This design comes from an exercise in tuning for small area, a short achievable clock period and few clock cycles per item on the open sky130 flow, not from production work.
Only simulation tests tie the RTL to the original design; equivalence was not proved.

## v6
==> flow/design.v (excerpt) <==
module gf251_encode (
    input  wire         clk,
    input  wire         rst,
    input  wire         start,
    input  wire [3:0]   k,
    input  wire [7:0]   n,
    input  wire [7:0]   r,
    input  wire [111:0] px,         
    output wire         ready,
    output wire         out_valid,
    input  wire         out_ready,
    output wire         out_last,
    output wire         out_err,
    output wire [7:0]   out_m,      
    output wire [7:0]   out_d       
);
    function [7:0] norm8(input [7:0] v);
        begin
            norm8 = (v >= 8'd251) ? v - 8'd251 : v;
        end
    endfunction
    function [8:0] lfold(input [9:0] u);
        begin
            lfold = u[7:0] + u[9:8] * 3'd5;
        end
    endfunction
    function [7:0] canon(input [9:0] u);
        begin
            canon = (u >= 10'd502) ? u - 10'd502 : (u >= 10'd251) ? u - 10'd251 : u[7:0];
        end
    endfunction
    function [8:0] pfold(input [12:0] v);
        begin
            pfold = v[7:0] + {v[12:8], 2'b00} + v[12:8];
        end
    endfunction
    function [9:0] cadd9(input [8:0] a, input [8:0] b);
        reg [5:0] c;
        reg [4:0] lo;
        reg [4:0] h0, h1;
        reg       c0, c1, x0, x1;
        integer   i;
        begin
            c[0] = 1'b0;
            for (i = 0; i < 5; i = i + 1) begin
                lo[i]  = a[i] ^ b[i] ^ c[i];
                c[i+1] = (a[i] & b[i]) | (a[i] & c[i]) | (b[i] & c[i]);
            end
            c0 = 1'b0;
            c1 = 1'b1;
  ...
For scale: about 520 flip-flops, about 160 I/O pins, about 38,000 µm² of cells after synthesis.
export LEC_CHECK = 0
export CAP_MARGIN = 20
export CORE_MARGIN = 2
export CORE_UTILIZATION = 40
export CTS_CLUSTER_DIAMETER = 100
export CTS_CLUSTER_SIZE = 20
export PLACE_DENSITY = 0.7
export SLEW_MARGIN = 20
create_clock -name core_clock -period 22.0 [get_ports {clk}]
standard.sh (not shown) runs the stock make flow with config.mk's settings and CLKGATE_MAP_FILE= SYNTH_SCRIPT=/design/flow/synth_recipe.tcl, a recipe that flattens the netlist after the stock synthesis.
==> flow/flow/run.sh <==
#!/bin/bash
# The standard layout (the standard.sh, every ORFS step unchanged) with
# one hook: after repair_design, the port buffers get a buf_2 cell instead
# of a slow delay buffer (see ports.tcl).  The make output is kept in
# flow_make.log in the work folder; ORFS keeps each step's log under
# orfs/logs/.
set -euo pipefail
WORK="$(pwd)"
bash standard.sh POST_RESIZE_TCL="$WORK/flow/ports.tcl" finish > "$WORK/flow_make.log" 2>&1
==> flow/flow/ports.tcl <==
# POST_RESIZE hook (after repair_design in the placement step).
# buffer_ports gives every input and output port its own buffer, and
# repair_design leaves a slow delay buffer on them because the paths have
# plenty of slack at the design's period.  Give those port buffers a plain
# buf_2 instead; every port keeps its own buffer, nothing else changes.
set n 0
foreach inst [get_cells -quiet {input* output*}] {
  set master [get_property [get_lib_cells -of_objects $inst] name]
  if { [string match "sky130_fd_sc_hd__clkdlybuf*" $master] ||
       [string match "sky130_fd_sc_hd__dlygate*" $master] ||
       $master == "sky130_fd_sc_hd__buf_1" } {
    replace_cell $inst sky130_fd_sc_hd__buf_2
    incr n
  }
}
puts "ports.tcl: resized $n port buffers to sky130_fd_sc_hd__buf_2"
Testbench counts of v6, summed over its fixed seeds: cycles 3,756, items 3,482.
> inputs changed (v6 -> v7)
- PLACE_DENSITY now 0.6, was 0.7
==> results.txt <==
Total track usage was lower in v6 than in v7.
When the final numbers for v6 and v7 were put side by side, the reg2reg setup slack turned out to be greater in v7.
Required time of the worst setup path sits lower in v7 than in v6.
Synthesized area: v6 vs v7 identical


== job 101 ==
Another version of the RTL of gf251_encode (not shown whole).
Size: about 510 flip-flops, ~160 I/O pins, ~43000 sq um of cells after synthesis.
// gf251_encode
module gf251_encode (
    input  wire         clk,
    input  wire         rst,
    input  wire         start,
    input  wire [3:0]   k,
    input  wire [7:0]   n,
    input  wire [7:0]   r,
    input  wire [111:0] px,         
    output wire         ready,
    output wire         out_valid,
    input  wire         out_ready,
    output wire         out_last,
    output wire         out_err,
    output wire [7:0]   out_m,      
    output wire [7:0]   out_d       
);
export LEC_CHECK = 0
export CAP_MARGIN = 20
export CORE_MARGIN = 2
export CORE_UTILIZATION = 40
export CTS_CLUSTER_DIAMETER = 120
export CTS_CLUSTER_SIZE = 30
export PLACE_DENSITY = 0.6
export SLEW_MARGIN = 20
create_clock -name core_clock -period 22.0 [get_ports {clk}]
Scripts as last shown in full above: flow/flow/run.sh, flow/flow/ports.tcl
Testbench counts of job 101, summed over its fixed seeds: cycles 3,634, items 3,482.
For job 102, these inputs were changed with respect to job 101:
==> flow/run.sh (new file) <==
#!/bin/bash
# synth_recipe.tcl (not shown) runs the flow's synth.tcl, then flattens the netlist and writes it again
# the make line also repeats each setting of config.mk as NAME=value (left out here)
make -C /OpenROAD-flow-scripts/flow DESIGN_CONFIG=/design/flow/config.mk WORK_HOME=/design/flow/orfs CLKGATE_MAP_FILE= SYNTH_SCRIPT=/design/flow/synth_recipe.tcl finish
-- flow/config.mk --
<<< job 101, line 9
export CORE_MARGIN = 2
export CORE_UTILIZATION = 40
export CTS_CLUSTER_DIAMETER = 120
export CTS_CLUSTER_SIZE = 30
export PLACE_DENSITY = 0.6
export SLEW_MARGIN = 20
>>> job 102, line 9
export CORE_MARGIN = 2
export CORE_UTILIZATION = 40
export PLACE_DENSITY = 0.6
export SLEW_MARGIN = 20
removed: flow/flow/run.sh
removed: flow/flow/ports.tcl
removed: flow/standard.sh
### Flow results
- Job 102: flow completed, timing, DRC and antenna clean
- Job 102 vs job 101 — final area climbed by a few percent
- In the reports for job 102 and job 101, the larger first-pass GRT wire length belongs to job 102.

[port drivers added, routing unchanged]
How much do the figures lean on ideal ports? The routed layouts below were timed once more, with nothing changed but the port constraints. Step 1 (the two cells are an assumption about what drives the block):
set clk [get_ports {clk}]
set_driving_cell -lib_cell sky130_fd_sc_hd__clkbuf_16 $clk
set_driving_cell -lib_cell sky130_fd_sc_hd__buf_2 [delete_from_list [all_inputs] $clk]
Step 2 adds t to the input delays and takes it off the output delays; t is the mean of the earliest and latest rising clock arrival at the registers after step 1. Input paths then give back, and output paths get back, about the clock's delay inside the block. Three values: ideal ports, drivers, drivers and shift; two values: the first two.
run | t, ns | slack for setup (ns) | slew at the worst register clock pin (ns)
v6 | 0.675 | 15.824 / 15.824 / 15.824 | 0.10 / 0.10
v7 | 0.653 | 15.911 / 15.911 / 15.911 | 0.10 / 0.10
job 101 | 0.706 | 16.253 / 16.186 / 16.355 | 0.12 / 0.12
job 102 | 0.734 | 15.754 / 15.690 / 15.916 | 0.07 / 0.07
After both steps every run listed still meets setup and hold.
